Source: an optimization exercise on an open RTL-to-GDS flow (aim: small area, a short achievable clock period and few clock cycles). Production flows keep margins and buffers that such runs may drop. Where RTL was checked, it was by simulation tests only, not by an equivalence proof against the original. Power and IR drop assume default switching activity.

==> inputs of run a <==
Design nibble_packer, start of the top module:
module nibble_packer #(
    parameter BMAX = 64
) (
    input  wire       clk,
    input  wire       rst,      
    input  wire       sel,
    input  wire       we,
    input  wire [7:0] addr,
    input  wire [7:0] wdata,
    output wire [7:0] rdata,
    output wire       ready
);
==> flow/config.mk <==
export PLATFORM = sky130hd
export DESIGN_NAME = nibble_packer
export DESIGN_NICKNAME = nibble_packer
export VERILOG_FILES = /design/flow/design.v
export SDC_FILE = /design/flow/constraint.sdc
export NUM_CORES = 4
export LEC_CHECK = 0
export ABC_CLOCK_PERIOD_IN_PS = 4000
export CAP_MARGIN = 20
export CORE_MARGIN = 2
export CORE_UTILIZATION = 35
export PLACE_DENSITY = 0.45
export SETUP_SLACK_MARGIN = 3.4
export SLEW_MARGIN = 20
export SYNTH_HIERARCHICAL = 1
==> flow/constraint.sdc <==
create_clock -name core_clock -period 7.5 [get_ports {clk}]
set_input_delay 1.5000 -clock core_clock [delete_from_list [all_inputs] [get_ports {clk}]]
set_output_delay 1.5000 -clock core_clock [all_outputs]
set_load 0.01 [all_outputs]
run.sh (not shown) runs the stock make flow with config.mk's settings and CLKGATE_MAP_FILE= SYNTH_SCRIPT=/design/flow/synth_recipe.tcl, a recipe that flattens the netlist after the stock synthesis.
==> run b: changes against run a <==
--- a/flow/design.v
+++ b/flow/design.v
@@ -30,11 +30,11 @@
     reg [7:0]          rd_q;      
     reg                fm_q;      
     reg                wv_q;      
     reg [7:0]          ba_q;      
     reg [7:0]          wd_q;      
-    wire hit = (addr == pa_q);
+    wire hit = ~fm_q & (addr == pa_q);
     assign ready = we | hit;
     assign rdata = rd_q;
     wire wr     = sel & we;
     wire rd_hit = sel & ~we & hit;
     wire rd_mis = sel & ~we & ~hit & ~fm_q;
@@ -175,10 +175,11 @@
             if (rd_hit) begin
                 pa_q <= 8'h03;
                 ba_q <= 8'h04;
                 rd_q <= olen_q;
             end else if (rd_mis) begin
+                pa_q <= addr;
                 ba_q <= addr;
                 fm_q <= 1'b1;
             end else begin
                 ba_q <= 8'h03;
             end
@@ -187,10 +188,11 @@
             pa_q <= ba_q;
             ba_q <= ba_q + 8'd1;
             fm_q <= 1'b0;
             rd_q <= fdata;
         end else if (rd_mis) begin
+            pa_q <= addr;
             ba_q <= addr;
             fm_q <= 1'b1;
         end
     end
 endmodule
@@ -211,47 +213,14 @@
     parameter N = 64,
     parameter W = 8
 ) (
     input  wire [N-1:0]   s,
     input  wire [N*W-1:0] d,
-    output wire [W-1:0]   o
+    output reg  [W-1:0]   o
 );
-    localparam N2 = (N % 3 == 0) ? 0 : (N % 3 == 2) ? 1 : 2;
-    localparam N3 = (N - 2 * N2) / 3;
-    localparam NG = N3 + N2;
-    wire [NG*W-1:0] gn;    
-    genvar i, b;
-    generate
-        for (i = 0; i < N3; i = i + 1) begin : g3
-            np_aoi3 #(.W(W)) u (.s(s[3*i +: 3]), .d(d[3*W*i +: 3*W]), .on(gn[W*i +: W]));
-        end
-        for (i = 0; i < N2; i = i + 1) begin : g2
-            np_aoi2 #(.W(W)) u (.s(s[3*N3 + 2*i +: 2]), .d(d[W*(3*N3 + 2*i) +: 2*W]),
-                                .on(gn[W*(N3 + i) +: W]));
-        end
-        for (b = 0; b < W; b = b + 1) begin : ob
-            wire [NG-1:0] col;
-            for (i = 0; i < NG; i = i + 1) begin : c
-                assign col[i] = gn[W*i + b];
-            end
-            assign o[b] = ~&col;
-        end
-    endgenerate
+    integer i;
+    always @(*) begin
+        o = {W{1'b0}};
+        for (i = 0; i < N; i = i + 1)
+            o = o | ({W{s[i]}} & d[W*i +: W]);
+    end
 endmodule
-module np_aoi3 #(
-    parameter W = 8
-) (
-    input  wire [2:0]     s,
-    input  wire [3*W-1:0] d,
-    output wire [W-1:0]   on
-);
-    assign on = ~(({W{s[0]}} & d[0 +: W]) | ({W{s[1]}} & d[W +: W]) | ({W{s[2]}} & d[2*W +: W]));
-endmodule
-module np_aoi2 #(
-    parameter W = 8
-) (
-    input  wire [1:0]     s,
-    input  wire [2*W-1:0] d,
-    output wire [W-1:0]   on
-);
-    assign on = ~(({W{s[0]}} & d[0 +: W]) | ({W{s[1]}} & d[W +: W]));
-endmodule
==> run c: changes against run a <==
--- a/flow/design.v
+++ b/flow/design.v
@@ -119,15 +119,20 @@
     generate
         for (g = 0; g < BMAX; g = g + 1) begin : bcell
             assign b_w[g]  = wv_q & dec_b[g];
             assign b_pk[g] = x_pack_q & (g < (len_q >> 1));
             assign b_h[g]  = ~(x_pack_q | x_zb_q | b_w[g]);
-            np_sel3 #(.W(8)) u_sel (
-                .a(b_pk[g]), .x({nib_q[8*g +: 4], nib_q[8*g+4 +: 4]}),
-                .b(b_w[g]),  .y(wd_q),
-                .c(b_h[g]),  .z(byte_q[8*g +: 8]),
-                .o(byte_d[8*g +: 8]));
+            np_sel3 #(.W(4)) u_sel_h (
+                .a(b_pk[g]), .x(nib_q[8*g +: 4]),
+                .b(b_w[g]),  .y(wd_q[7:4]),
+                .c(b_h[g]),  .z(byte_q[8*g+4 +: 4]),
+                .o(byte_d[8*g+4 +: 4]));
+            np_sel3 #(.W(4)) u_sel_l (
+                .a(b_pk[g]), .x(nib_q[8*g+4 +: 4]),
+                .b(b_w[g]),  .y(wd_q[3:0]),
+                .c(b_h[g]),  .z(byte_q[8*g +: 4]),
+                .o(byte_d[8*g +: 4]));
         end
         for (g = 0; g < NMAX; g = g + 1) begin : ncell
             assign n_w[g]  = wv_q & dec_n[g];
             assign n_uk[g] = x_unpack_q & ((g >> 1) < len_q);
             assign n_h[g]  = ~(x_unpack_q | x_zn_q | n_w[g]);
@@ -142,11 +147,19 @@
         byte_q <= byte_d;
         nib_q  <= nib_d;
     end
     wire [7:0] rb;
     wire [3:0] rn;
-    np_aomux #(.N(BMAX), .W(8)) u_rb (.s(dec_b), .d(byte_q), .o(rb));
+    wire [4*BMAX-1:0] byte_hi, byte_lo;
+    generate
+        for (g = 0; g < BMAX; g = g + 1) begin : bsplit
+            assign byte_hi[4*g +: 4] = byte_q[8*g+4 +: 4];
+            assign byte_lo[4*g +: 4] = byte_q[8*g +: 4];
+        end
+    endgenerate
+    np_aomux #(.N(BMAX), .W(4)) u_rbh (.s(dec_b), .d(byte_hi), .o(rb[7:4]));
+    np_aomux #(.N(BMAX), .W(4)) u_rbl (.s(dec_b), .d(byte_lo), .o(rb[3:0]));
     np_aomux #(.N(NMAX), .W(4)) u_rn (.s(dec_n), .d(nib_q), .o(rn));
     reg [7:0] fdata;
     always @(*) begin
         case (ba_q)
             8'h00: fdata = cmd_q;
Settings changed: CTS_BUF_LIST set to sky130_fd_sc_hd__clkbuf_8, CTS_CLUSTER_DIAMETER set to 45, CTS_CLUSTER_SIZE set to 8.
==> flow_metrics.tcl <==
set metrics [dict create \
    arrival_ns 4.97 \
    ys_seq_area_share_pct 46.3 \
    grtUsageTotal_pct 32.4 \
    cp.depth 14 \
    drive_gt1_share_pct 9.06 \
    multi_input_area_share_pct 37.7 \
    grt_pass1_vias 43000 \
    tap_cells 1768 \
    synthTopCellsByArea "dfxtp_1 (46%), a222oi_1 (29%), inv_1 (8.3%)" \
    multi_input_area_um2 20500 \
    synth_commonest_cells "a222oi_1 (1,353), dfxtp_1 (1,081), inv_1 (1,042)" \
    placed_cells 6649 \
    die_width_um 371 \
    fmax_ghz 0.230 \
    synth-simple-area-share_pct 9.61 \
    viasPerCell 6.96 \
    outcome "finished clean" \
    utilization_pct 40.7 \
]
[end of results for run a]
==> flow_metrics.tcl <==
set metrics [dict create \
    outcome "finished clean" \
    utilization_pct 40.7 \
    ys_seq_area_share_pct 47.2 \
    cts_root_buf "clkbuf_8" \
    seq_power_share_pct 50.3 \
    die_width_um 368 \
    grtUsageTotal_pct 33.7 \
    fmax_ghz 0.232 \
    cp.depth 11 \
    arrival_ns 5.08 \
    tap_cells 1755 \
    synth_commonest_cells "a222oi_1 (1,353), dfxtp_1 (1,081), inv_1 (1,042)" \
    placed_cells 6641 \
    viasPerCell 7.05 \
    grt_pass1_vias 44000 \
    drive_gt1_share_pct 9.76 \
    synth-simple-area-share_pct 9.81 \
]
[end of results for run c]
==> flow_metrics.tcl <==
set metrics [dict create \
    fmax_ghz 0.236 \
    grt_pass1_vias 44700 \
    drive_gt1_share_pct 9.24 \
    multi_input_area_share_pct 39.3 \
    arrival_ns 2.74 \
    synthTopCellsByArea "dfxtp_1 (45%), a222oi_1 (21%), inv_1 (8.2%)" \
    ys_seq_area_share_pct 45.3 \
    cp.depth 6 \
    tap_cells 1794 \
    outcome "finished clean" \
    viasPerCell 7.18 \
    utilization_pct 40.5 \
]
[end of results for run b]
Testbench counts of run a, summed over its fixed seeds: cycles 29,371.
Testbench counts of run c, summed over its fixed seeds: cycles 29,371.
Function not checked in run b: the RTL went through the layout flow alone.

==> ember <==
==> flow/design.v <==
module nibble_packer #(
    parameter BMAX = 64
) (
    input  wire       clk,
    input  wire       rst,      
    input  wire       sel,
    input  wire       we,
    input  wire [7:0] addr,
    input  wire [7:0] wdata,
    output wire [7:0] rdata,
    output wire       ready
);
    localparam NMAX = 2 * BMAX;
    localparam [1:0] OP_NOP    = 2'd0;
    localparam [1:0] OP_PACK   = 2'd1;
    localparam [1:0] OP_UNPACK = 2'd2;
    localparam [1:0] OP_CLEAR  = 2'd3;
    localparam [1:0] E_NONE        = 2'd0;
    localparam [1:0] E_INVALID_LEN = 2'd1;
    localparam [1:0] E_LEN_RANGE   = 2'd2;
    localparam [1:0] E_ILLEGAL_CMD = 2'd3;
    reg [7:0]          cmd_q;
    reg [7:0]          len_q;
    reg                done_q;
    reg [1:0]          ecode_q;
    reg [7:0]          olen_q;
    reg [8*BMAX-1:0]   byte_q;    
    reg [4*NMAX-1:0]   nib_q;     
    reg [7:0]          pa_q;      
    reg [7:0]          rd_q;      
    reg                fm_q;      
    reg                wv_q;      
    reg [7:0]          ba_q;      
    reg [7:0]          wd_q;      
    wire hit = ~fm_q & (addr == pa_q);
    assign ready = we | hit;
    assign rdata = rd_q;
    wire wr     = sel & we;
    wire rd_hit = sel & ~we & hit;
    wire rd_mis = sel & ~we & ~hit & ~fm_q;
    wire wr_cmd = wr & (addr == 8'h00);
    wire wr_len = wr & (addr == 8'h01);
    wire       c_illegal = (wdata[7:3] != 5'd0);
    wire [1:0] c_op      = wdata[1:0];
    wire       c_zs      = wdata[2];
    wire pack_odd     = len_q[0];
    wire pack_range   = (len_q > NMAX);
    wire unpack_range = (len_q > BMAX);
    wire is_nop    = wr_cmd & ~c_illegal & (c_op == OP_NOP);
    wire is_pack   = wr_cmd & ~c_illegal & (c_op == OP_PACK);
    wire is_unpack = wr_cmd & ~c_illegal & (c_op == OP_UNPACK);
    wire is_clear  = wr_cmd & ~c_illegal & (c_op == OP_CLEAR);
    wire pack_ok   = is_pack & ~pack_odd & ~pack_range;
    wire unpack_ok = is_unpack & ~unpack_range;
    reg [1:0] cmd_ecode;
    always @(*) begin
        if (c_illegal)
            cmd_ecode = E_ILLEGAL_CMD;
        else if (c_op == OP_PACK && pack_odd)
            cmd_ecode = E_INVALID_LEN;
        else if (c_op == OP_PACK && pack_range)
            cmd_ecode = E_LEN_RANGE;
        else if (c_op == OP_UNPACK && unpack_range)
            cmd_ecode = E_LEN_RANGE;
        else
            cmd_ecode = E_NONE;
    end
    always @(posedge clk) begin
        if (rst) begin
            cmd_q   <= 8'h00;
            len_q   <= 8'h00;
            done_q  <= 1'b0;
            ecode_q <= E_NONE;
            olen_q  <= 8'h00;
        end else begin
            if (wr_len)
                len_q <= wdata;
            if (wr_cmd) begin
                cmd_q   <= wdata;
                done_q  <= 1'b1;
                ecode_q <= cmd_ecode;
                if (pack_ok)
                    olen_q <= len_q >> 1;
                else if (unpack_ok)
                    olen_q <= len_q << 1;
                else if (!is_nop)
                    olen_q <= 8'h00;    
                if (is_clear)
                    len_q <= 8'h00;
            end
        end
    end
    wire [7:0] status_q = {4'b0000, ecode_q, (ecode_q != E_NONE), done_q};
    reg x_pack_q;      
    reg x_unpack_q;    
    reg x_zb_q;        
    reg x_zn_q;        
    always @(posedge clk) begin
        x_pack_q   <= ~rst & pack_ok;
        x_unpack_q <= ~rst & unpack_ok;
        x_zb_q     <= rst | is_clear | (unpack_ok & c_zs);
        x_zn_q     <= rst | is_clear | (pack_ok & c_zs);
    end
    wire [BMAX-1:0] dec_b;
    wire [NMAX-1:0] dec_n;
    genvar g;
    generate
        for (g = 0; g < BMAX; g = g + 1) begin : decb
            assign dec_b[g] = (ba_q == 8'h40 + g);
        end
        for (g = 0; g < NMAX; g = g + 1) begin : decn
            assign dec_n[g] = (ba_q == 8'h80 + g);
        end
    endgenerate
    wire [BMAX-1:0] b_pk, b_w, b_h;
    wire [NMAX-1:0] n_uk, n_w, n_h;
    wire [8*BMAX-1:0] byte_d;
    wire [4*NMAX-1:0] nib_d;
    generate
        for (g = 0; g < BMAX; g = g + 1) begin : bcell
            assign b_w[g]  = wv_q & dec_b[g];
            assign b_pk[g] = x_pack_q & (g < (len_q >> 1));
            assign b_h[g]  = ~(x_pack_q | x_zb_q | b_w[g]);
            np_sel3 #(.W(8)) u_sel (
                .a(b_pk[g]), .x({nib_q[8*g +: 4], nib_q[8*g+4 +: 4]}),
                .b(b_w[g]),  .y(wd_q),
                .c(b_h[g]),  .z(byte_q[8*g +: 8]),
                .o(byte_d[8*g +: 8]));
        end
        for (g = 0; g < NMAX; g = g + 1) begin : ncell
            assign n_w[g]  = wv_q & dec_n[g];
            assign n_uk[g] = x_unpack_q & ((g >> 1) < len_q);
            assign n_h[g]  = ~(x_unpack_q | x_zn_q | n_w[g]);
            np_sel3 #(.W(4)) u_sel (
                .a(n_uk[g]), .x((g % 2 == 0) ? byte_q[8*(g/2) + 4 +: 4] : byte_q[8*(g/2) +: 4]),
                .b(n_w[g]),  .y(wd_q[3:0]),
                .c(n_h[g]),  .z(nib_q[4*g +: 4]),
                .o(nib_d[4*g +: 4]));
        end
    endgenerate
    always @(posedge clk) begin
        byte_q <= byte_d;
        nib_q  <= nib_d;
    end
    wire [7:0] rb;
    wire [3:0] rn;
    np_aomux #(.N(BMAX), .W(8)) u_rb (.s(dec_b), .d(byte_q), .o(rb));
    np_aomux #(.N(NMAX), .W(4)) u_rn (.s(dec_n), .d(nib_q), .o(rn));
    reg [7:0] fdata;
    always @(*) begin
        case (ba_q)
            8'h00: fdata = cmd_q;
            8'h01: fdata = len_q;
            8'h02: fdata = status_q;
            8'h03: fdata = olen_q;
            8'h04: fdata = BMAX[7:0];
            default: fdata = rb | {4'b0000, rn};
        endcase
    end
    always @(posedge clk) begin
        if (rst) begin
            pa_q <= 8'h00;
            ba_q <= 8'h01;
            fm_q <= 1'b0;
            wv_q <= 1'b0;
            rd_q <= 8'h00;
        end else if (wr) begin
            pa_q <= 8'h02;
            ba_q <= addr;
            wd_q <= wdata;
            fm_q <= 1'b0;
            wv_q <= 1'b1;
            rd_q <= wr_cmd ? {4'b0000, cmd_ecode, (cmd_ecode != E_NONE), 1'b1} : status_q;
        end else if (wv_q) begin
            if (rd_hit) begin
                pa_q <= 8'h03;
                ba_q <= 8'h04;
                rd_q <= olen_q;
            end else if (rd_mis) begin
                pa_q <= addr;
                ba_q <= addr;
                fm_q <= 1'b1;
            end else begin
                ba_q <= 8'h03;
            end
            wv_q <= 1'b0;
        end else if (fm_q | rd_hit) begin
            pa_q <= ba_q;
            ba_q <= ba_q + 8'd1;
            fm_q <= 1'b0;
            rd_q <= fdata;
        end else if (rd_mis) begin
            pa_q <= addr;
            ba_q <= addr;
            fm_q <= 1'b1;
        end
    end
endmodule
module np_sel3 #(
    parameter W = 8
) (
    input  wire         a,
    input  wire         b,
    input  wire         c,
    input  wire [W-1:0] x,
    input  wire [W-1:0] y,
    input  wire [W-1:0] z,
    output wire [W-1:0] o
);
    assign o = ({W{a}} & x) | ({W{b}} & y) | ({W{c}} & z);
endmodule
module np_aomux #(
    parameter N = 64,
    parameter W = 8
) (
    input  wire [N-1:0]   s,
    input  wire [N*W-1:0] d,
    output reg  [W-1:0]   o
);
    integer i;
    always @(*) begin
        o = {W{1'b0}};
        for (i = 0; i < N; i = i + 1)
            o = o | ({W{s[i]}} & d[W*i +: W]);
    end
endmodule
==> flow/run.sh <==
#!/bin/bash
# synth_recipe.tcl (not shown) runs the flow's synth.tcl, then flattens the netlist and writes it again
# the make line also repeats each setting of config.mk as NAME=value (left out here)
make -C /OpenROAD-flow-scripts/flow DESIGN_CONFIG=/design/flow/config.mk WORK_HOME=/design/flow/orfs CLKGATE_MAP_FILE= SYNTH_SCRIPT=/design/flow/synth_recipe.tcl finish
==> flow/config.mk <==
export PLATFORM = sky130hd
export DESIGN_NAME = nibble_packer
export DESIGN_NICKNAME = nibble_packer
export VERILOG_FILES = /design/flow/design.v
export SDC_FILE = /design/flow/constraint.sdc
export NUM_CORES = 4
export LEC_CHECK = 0
export ABC_CLOCK_PERIOD_IN_PS = 4000
export CAP_MARGIN = 20
export CELL_PAD_IN_SITES_DETAIL_PLACEMENT = 1
export CORE_MARGIN = 2
export CORE_UTILIZATION = 35
export SETUP_SLACK_MARGIN = 3.4
export SLEW_MARGIN = 20
export SYNTH_HIERARCHICAL = 1
==> flow/constraint.sdc <==
create_clock -name core_clock -period 7.5 [get_ports {clk}]
set_input_delay 1.5000 -clock core_clock [delete_from_list [all_inputs] [get_ports {clk}]]
set_output_delay 1.5000 -clock core_clock [all_outputs]
set_load 0.01 [all_outputs]
==> lagoon: changes against ember <==
--- a/flow/design.v
+++ b/flow/design.v
@@ -33,5 +33,5 @@
     reg [7:0]          ba_q;      
     reg [7:0]          wd_q;      
-    wire hit = ~fm_q & (addr == pa_q);
+    wire hit = (addr == pa_q);
     assign ready = we | hit;
     assign rdata = rd_q;
@@ -122,9 +122,14 @@
             assign b_pk[g] = x_pack_q & (g < (len_q >> 1));
             assign b_h[g]  = ~(x_pack_q | x_zb_q | b_w[g]);
-            np_sel3 #(.W(8)) u_sel (
-                .a(b_pk[g]), .x({nib_q[8*g +: 4], nib_q[8*g+4 +: 4]}),
-                .b(b_w[g]),  .y(wd_q),
-                .c(b_h[g]),  .z(byte_q[8*g +: 8]),
-                .o(byte_d[8*g +: 8]));
+            np_sel3 #(.W(4)) u_sel_h (
+                .a(b_pk[g]), .x(nib_q[8*g +: 4]),
+                .b(b_w[g]),  .y(wd_q[7:4]),
+                .c(b_h[g]),  .z(byte_q[8*g+4 +: 4]),
+                .o(byte_d[8*g+4 +: 4]));
+            np_sel3 #(.W(4)) u_sel_l (
+                .a(b_pk[g]), .x(nib_q[8*g+4 +: 4]),
+                .b(b_w[g]),  .y(wd_q[3:0]),
+                .c(b_h[g]),  .z(byte_q[8*g +: 4]),
+                .o(byte_d[8*g +: 4]));
         end
         for (g = 0; g < NMAX; g = g + 1) begin : ncell
@@ -145,5 +150,13 @@
     wire [7:0] rb;
     wire [3:0] rn;
-    np_aomux #(.N(BMAX), .W(8)) u_rb (.s(dec_b), .d(byte_q), .o(rb));
+    wire [4*BMAX-1:0] byte_hi, byte_lo;
+    generate
+        for (g = 0; g < BMAX; g = g + 1) begin : bsplit
+            assign byte_hi[4*g +: 4] = byte_q[8*g+4 +: 4];
+            assign byte_lo[4*g +: 4] = byte_q[8*g +: 4];
+        end
+    endgenerate
+    np_aomux #(.N(BMAX), .W(4)) u_rbh (.s(dec_b), .d(byte_hi), .o(rb[7:4]));
+    np_aomux #(.N(BMAX), .W(4)) u_rbl (.s(dec_b), .d(byte_lo), .o(rb[3:0]));
     np_aomux #(.N(NMAX), .W(4)) u_rn (.s(dec_n), .d(nib_q), .o(rn));
     reg [7:0] fdata;
@@ -178,5 +191,4 @@
                 rd_q <= olen_q;
             end else if (rd_mis) begin
-                pa_q <= addr;
                 ba_q <= addr;
                 fm_q <= 1'b1;
@@ -191,5 +203,4 @@
             rd_q <= fdata;
         end else if (rd_mis) begin
-            pa_q <= addr;
             ba_q <= addr;
             fm_q <= 1'b1;
@@ -216,11 +227,44 @@
     input  wire [N-1:0]   s,
     input  wire [N*W-1:0] d,
-    output reg  [W-1:0]   o
-);
-    integer i;
-    always @(*) begin
-        o = {W{1'b0}};
-        for (i = 0; i < N; i = i + 1)
-            o = o | ({W{s[i]}} & d[W*i +: W]);
-    end
-endmodule
+    output wire [W-1:0]   o
+);
+    localparam N2 = (N % 3 == 0) ? 0 : (N % 3 == 2) ? 1 : 2;
+    localparam N3 = (N - 2 * N2) / 3;
+    localparam NG = N3 + N2;
+    wire [NG*W-1:0] gn;    
+    genvar i, b;
+    generate
+        for (i = 0; i < N3; i = i + 1) begin : g3
+            np_aoi3 #(.W(W)) u (.s(s[3*i +: 3]), .d(d[3*W*i +: 3*W]), .on(gn[W*i +: W]));
+        end
+        for (i = 0; i < N2; i = i + 1) begin : g2
+            np_aoi2 #(.W(W)) u (.s(s[3*N3 + 2*i +: 2]), .d(d[W*(3*N3 + 2*i) +: 2*W]),
+                                .on(gn[W*(N3 + i) +: W]));
+        end
+        for (b = 0; b < W; b = b + 1) begin : ob
+            wire [NG-1:0] col;
+            for (i = 0; i < NG; i = i + 1) begin : c
+                assign col[i] = gn[W*i + b];
+            end
+            assign o[b] = ~&col;
+        end
+    endgenerate
+endmodule
+module np_aoi3 #(
+    parameter W = 8
+) (
+    input  wire [2:0]     s,
+    input  wire [3*W-1:0] d,
+    output wire [W-1:0]   on
+);
+    assign on = ~(({W{s[0]}} & d[0 +: W]) | ({W{s[1]}} & d[W +: W]) | ({W{s[2]}} & d[2*W +: W]));
+endmodule
+module np_aoi2 #(
+    parameter W = 8
+) (
+    input  wire [1:0]     s,
+    input  wire [2*W-1:0] d,
+    output wire [W-1:0]   on
+);
+    assign on = ~(({W{s[0]}} & d[0 +: W]) | ({W{s[1]}} & d[W +: W]));
+endmodule
- CELL_PAD_IN_SITES_DETAIL_PLACEMENT: 1 -> unset
- CTS_BUF_LIST: unset -> sky130_fd_sc_hd__clkbuf_8
- CTS_CLUSTER_DIAMETER: unset -> 60
- CTS_CLUSTER_SIZE: unset -> 12
- PLACE_DENSITY: unset -> 0.45
==> willow: changes against ember <==
--- a/flow/design.v
+++ b/flow/design.v
@@ -33,5 +33,8 @@
     reg [7:0]          ba_q;      
     reg [7:0]          wd_q;      
-    wire hit = ~fm_q & (addr == pa_q);
+    wire [1:0] ne;
+    np_ne4 u_ne0 (.a(addr[3:0]), .b(pa_q[3:0]), .ne(ne[0]));
+    np_ne4 u_ne1 (.a(addr[7:4]), .b(pa_q[7:4]), .ne(ne[1]));
+    wire hit = ~(ne[0] | ne[1]);    
     assign ready = we | hit;
     assign rdata = rd_q;
@@ -104,13 +107,6 @@
     wire [BMAX-1:0] dec_b;
     wire [NMAX-1:0] dec_n;
+    np_decode #(.BMAX(BMAX)) u_dec (.a(ba_q), .dec_b(dec_b), .dec_n(dec_n));
     genvar g;
-    generate
-        for (g = 0; g < BMAX; g = g + 1) begin : decb
-            assign dec_b[g] = (ba_q == 8'h40 + g);
-        end
-        for (g = 0; g < NMAX; g = g + 1) begin : decn
-            assign dec_n[g] = (ba_q == 8'h80 + g);
-        end
-    endgenerate
     wire [BMAX-1:0] b_pk, b_w, b_h;
     wire [NMAX-1:0] n_uk, n_w, n_h;
@@ -122,9 +118,14 @@
             assign b_pk[g] = x_pack_q & (g < (len_q >> 1));
             assign b_h[g]  = ~(x_pack_q | x_zb_q | b_w[g]);
-            np_sel3 #(.W(8)) u_sel (
-                .a(b_pk[g]), .x({nib_q[8*g +: 4], nib_q[8*g+4 +: 4]}),
-                .b(b_w[g]),  .y(wd_q),
-                .c(b_h[g]),  .z(byte_q[8*g +: 8]),
-                .o(byte_d[8*g +: 8]));
+            np_sel3 #(.W(4)) u_sel_h (
+                .a(b_pk[g]), .x(nib_q[8*g +: 4]),
+                .b(b_w[g]),  .y(wd_q[7:4]),
+                .c(b_h[g]),  .z(byte_q[8*g+4 +: 4]),
+                .o(byte_d[8*g+4 +: 4]));
+            np_sel3 #(.W(4)) u_sel_l (
+                .a(b_pk[g]), .x(nib_q[8*g+4 +: 4]),
+                .b(b_w[g]),  .y(wd_q[3:0]),
+                .c(b_h[g]),  .z(byte_q[8*g +: 4]),
+                .o(byte_d[8*g +: 4]));
         end
         for (g = 0; g < NMAX; g = g + 1) begin : ncell
@@ -145,17 +146,44 @@
     wire [7:0] rb;
     wire [3:0] rn;
-    np_aomux #(.N(BMAX), .W(8)) u_rb (.s(dec_b), .d(byte_q), .o(rb));
+    wire [4*BMAX-1:0] byte_hi, byte_lo;
+    generate
+        for (g = 0; g < BMAX; g = g + 1) begin : bsplit
+            assign byte_hi[4*g +: 4] = byte_q[8*g+4 +: 4];
+            assign byte_lo[4*g +: 4] = byte_q[8*g +: 4];
+        end
+    endgenerate
+    np_aomux #(.N(BMAX), .W(4)) u_rbh (.s(dec_b), .d(byte_hi), .o(rb[7:4]));
+    np_aomux #(.N(BMAX), .W(4)) u_rbl (.s(dec_b), .d(byte_lo), .o(rb[3:0]));
     np_aomux #(.N(NMAX), .W(4)) u_rn (.s(dec_n), .d(nib_q), .o(rn));
-    reg [7:0] fdata;
+    reg [7:0] cdata;
     always @(*) begin
         case (ba_q)
-            8'h00: fdata = cmd_q;
-            8'h01: fdata = len_q;
-            8'h02: fdata = status_q;
-            8'h03: fdata = olen_q;
-            8'h04: fdata = BMAX[7:0];
-            default: fdata = rb | {4'b0000, rn};
+            8'h00: cdata = cmd_q;
+            8'h01: cdata = len_q;
+            8'h02: cdata = status_q;
+            8'h03: cdata = olen_q;
+            8'h04: cdata = BMAX[7:0];
+            default: cdata = 8'h00;
         endcase
     end
+    wire advance = ~rst & ~wr & ~wv_q & (fm_q | rd_hit);
+    wire ld_buf  = advance & (ba_q[7:6] != 2'b00);
+    reg [7:0] rd_other;
+    always @(*) begin
+        if (rst)
+            rd_other = 8'h00;
+        else if (wr)
+            rd_other = wr_cmd ? {4'b0000, cmd_ecode, (cmd_ecode != E_NONE), 1'b1} : status_q;
+        else if (wv_q)
+            rd_other = rd_hit ? olen_q : rd_q;
+        else if (fm_q | rd_hit)
+            rd_other = (ba_q[7:6] == 2'b00) ? cdata : 8'h00;
+        else
+            rd_other = rd_q;
+    end
+    wire [7:0] rd_d;
+    np_ao21 #(.W(8)) u_rdd (.a(ld_buf), .x(rb | {4'b0000, rn}), .y(rd_other), .o(rd_d));
+    always @(posedge clk)
+        rd_q <= rd_d;
     always @(posedge clk) begin
         if (rst) begin
@@ -164,5 +192,4 @@
             fm_q <= 1'b0;
             wv_q <= 1'b0;
-            rd_q <= 8'h00;
         end else if (wr) begin
             pa_q <= 8'h02;
@@ -171,12 +198,9 @@
             fm_q <= 1'b0;
             wv_q <= 1'b1;
-            rd_q <= wr_cmd ? {4'b0000, cmd_ecode, (cmd_ecode != E_NONE), 1'b1} : status_q;
         end else if (wv_q) begin
             if (rd_hit) begin
                 pa_q <= 8'h03;
                 ba_q <= 8'h04;
-                rd_q <= olen_q;
             end else if (rd_mis) begin
-                pa_q <= addr;
                 ba_q <= addr;
                 fm_q <= 1'b1;
@@ -189,11 +213,43 @@
             ba_q <= ba_q + 8'd1;
             fm_q <= 1'b0;
-            rd_q <= fdata;
         end else if (rd_mis) begin
-            pa_q <= addr;
             ba_q <= addr;
             fm_q <= 1'b1;
         end
     end
+endmodule
+module np_ne4 (
+    input  wire [3:0] a,
+    input  wire [3:0] b,
+    output wire       ne
+);
+    assign ne = ~&(a ~^ b);
+endmodule
+module np_ao21 #(
+    parameter W = 8
+) (
+    input  wire         a,
+    input  wire [W-1:0] x,
+    input  wire [W-1:0] y,
+    output wire [W-1:0] o
+);
+    assign o = ({W{a}} & x) | y;
+endmodule
+module np_decode #(
+    parameter BMAX = 64
+) (
+    input  wire [7:0]        a,
+    output wire [BMAX-1:0]   dec_b,
+    output wire [2*BMAX-1:0] dec_n
+);
+    genvar g;
+    generate
+        for (g = 0; g < BMAX; g = g + 1) begin : decb
+            assign dec_b[g] = (a == 8'h40 + g);
+        end
+        for (g = 0; g < 2*BMAX; g = g + 1) begin : decn
+            assign dec_n[g] = (a == 8'h80 + g);
+        end
+    endgenerate
 endmodule
 module np_sel3 #(
@@ -216,11 +272,44 @@
     input  wire [N-1:0]   s,
     input  wire [N*W-1:0] d,
-    output reg  [W-1:0]   o
-);
-    integer i;
-    always @(*) begin
-        o = {W{1'b0}};
-        for (i = 0; i < N; i = i + 1)
-            o = o | ({W{s[i]}} & d[W*i +: W]);
-    end
-endmodule
+    output wire [W-1:0]   o
+);
+    localparam N2 = (N % 3 == 0) ? 0 : (N % 3 == 2) ? 1 : 2;
+    localparam N3 = (N - 2 * N2) / 3;
+    localparam NG = N3 + N2;
+    wire [NG*W-1:0] gn;    
+    genvar i, b;
+    generate
+        for (i = 0; i < N3; i = i + 1) begin : g3
+            np_aoi3 #(.W(W)) u (.s(s[3*i +: 3]), .d(d[3*W*i +: 3*W]), .on(gn[W*i +: W]));
+        end
+        for (i = 0; i < N2; i = i + 1) begin : g2
+            np_aoi2 #(.W(W)) u (.s(s[3*N3 + 2*i +: 2]), .d(d[W*(3*N3 + 2*i) +: 2*W]),
+                                .on(gn[W*(N3 + i) +: W]));
+        end
+        for (b = 0; b < W; b = b + 1) begin : ob
+            wire [NG-1:0] col;
+            for (i = 0; i < NG; i = i + 1) begin : c
+                assign col[i] = gn[W*i + b];
+            end
+            assign o[b] = ~&col;
+        end
+    endgenerate
+endmodule
+module np_aoi3 #(
+    parameter W = 8
+) (
+    input  wire [2:0]     s,
+    input  wire [3*W-1:0] d,
+    output wire [W-1:0]   on
+);
+    assign on = ~(({W{s[0]}} & d[0 +: W]) | ({W{s[1]}} & d[W +: W]) | ({W{s[2]}} & d[2*W +: W]));
+endmodule
+module np_aoi2 #(
+    parameter W = 8
+) (
+    input  wire [1:0]     s,
+    input  wire [2*W-1:0] d,
+    output wire [W-1:0]   on
+);
+    assign on = ~(({W{s[0]}} & d[0 +: W]) | ({W{s[1]}} & d[W +: W]));
+endmodule
- CELL_PAD_IN_SITES_DETAIL_PLACEMENT: 1 -> unset
- CORE_UTILIZATION: 35 -> 50
- CTS_BUF_LIST: unset -> sky130_fd_sc_hd__clkbuf_8
- CTS_CLUSTER_DIAMETER: unset -> 60
- CTS_CLUSTER_SIZE: unset -> 12
- PLACE_DENSITY: unset -> 0.6
==> summary.txt <==
Status: ember timing/DRC/antenna clean; willow timing/DRC/antenna clean; lagoon timing/DRC/antenna clean
Worst endpoint data arrival time: ember 4.98 ns; willow 4.99 ns; lagoon 5.04 ns
Die width: ember 375.4 microns; willow 310.0 microns; lagoon 367.8 microns
Met2 routed wirelength: ember 110100 microns; willow 84270 microns; lagoon 103100 microns
Group with the largest share of power: ember the clock network; willow registers; lagoon registers
Minimum hold slack: ember 0.4706 ns; willow 0.4618 ns; lagoon 0.4861 ns
Tightest Pin Transition: ember 1.269 ns; willow 1.288 ns; lagoon 1.272 ns
Fmax: ember 0.2318 GHz; willow 0.2334 GHz; lagoon 0.2339 GHz
Antenna violations before repair: ember 15; willow 18; lagoon 17
DIE AREA: ember 0.1409 sq mm; willow 0.09607 sq mm; lagoon 0.1352 sq mm
Worst path depth: ember 12; willow 9; lagoon 14
Vias: ember 52585; willow 48152; lagoon 48544
Power share of the clock group: ember 50.1%; willow 36.5%; lagoon 40.4%
Headroom to the max-slew limit: ember 15.38%; willow 14.14%; lagoon 15.17%
Die extent in y: ember 375.4 microns; willow 310.0 microns; lagoon 367.8 microns
Total global routing track utilization: ember 37.87%; willow 41.65%; lagoon 33.44%
Wire length after detailed routing: ember 279600 microns; willow 210100 microns; lagoon 237800 microns
Fin crit period: ember 4.314 ns; willow 4.284 ns; lagoon 4.275 ns
Num CTS Buffers: ember 120; willow 105; lagoon 119
Testbench counts of lagoon, summed over its fixed seeds: cycles 29,371.
Testbench counts of willow, summed over its fixed seeds: cycles 29,371.
For ember, only the layout was checked, not whether the RTL still works.

static timing again, ports no longer ideal:
How much do the figures lean on ideal ports? The routed layouts below were timed once more, with nothing changed but the port constraints.
Step 1: set_driving_cell puts a clkbuf_16 on clk and a buf_2 on each other input, an assumption about the parent block.
Step 2 also shifts input and output timing later by t, the mid clock arrival at the registers, as if the neighbouring blocks saw the same clock.
a / b / c = ideal / step 1 / step 2; a / b = the first two.
run | shift t [ns] | setup slack, ns | worst setup path after step 2
run a | 0.855 | 3.151 / 3.151 / 3.151 | register to register
run b | 0.871 | 3.260 / 3.235 / 2.859 | input to register
run c | 0.974 | 3.196 / 3.196 / 3.028 | input to register
ember | 0.865 | 3.186 / 3.186 / 2.966 | input to register
lagoon | 0.945 | 3.225 / 3.225 / 3.060 | input to register
willow | 0.863 | 3.216 / 3.216 / 2.682 | input to register
After both steps every run listed still meets setup and hold. The setup slack of willow, which loses most, moves by 0.000 ns with the drivers and by -0.534 ns with both steps.
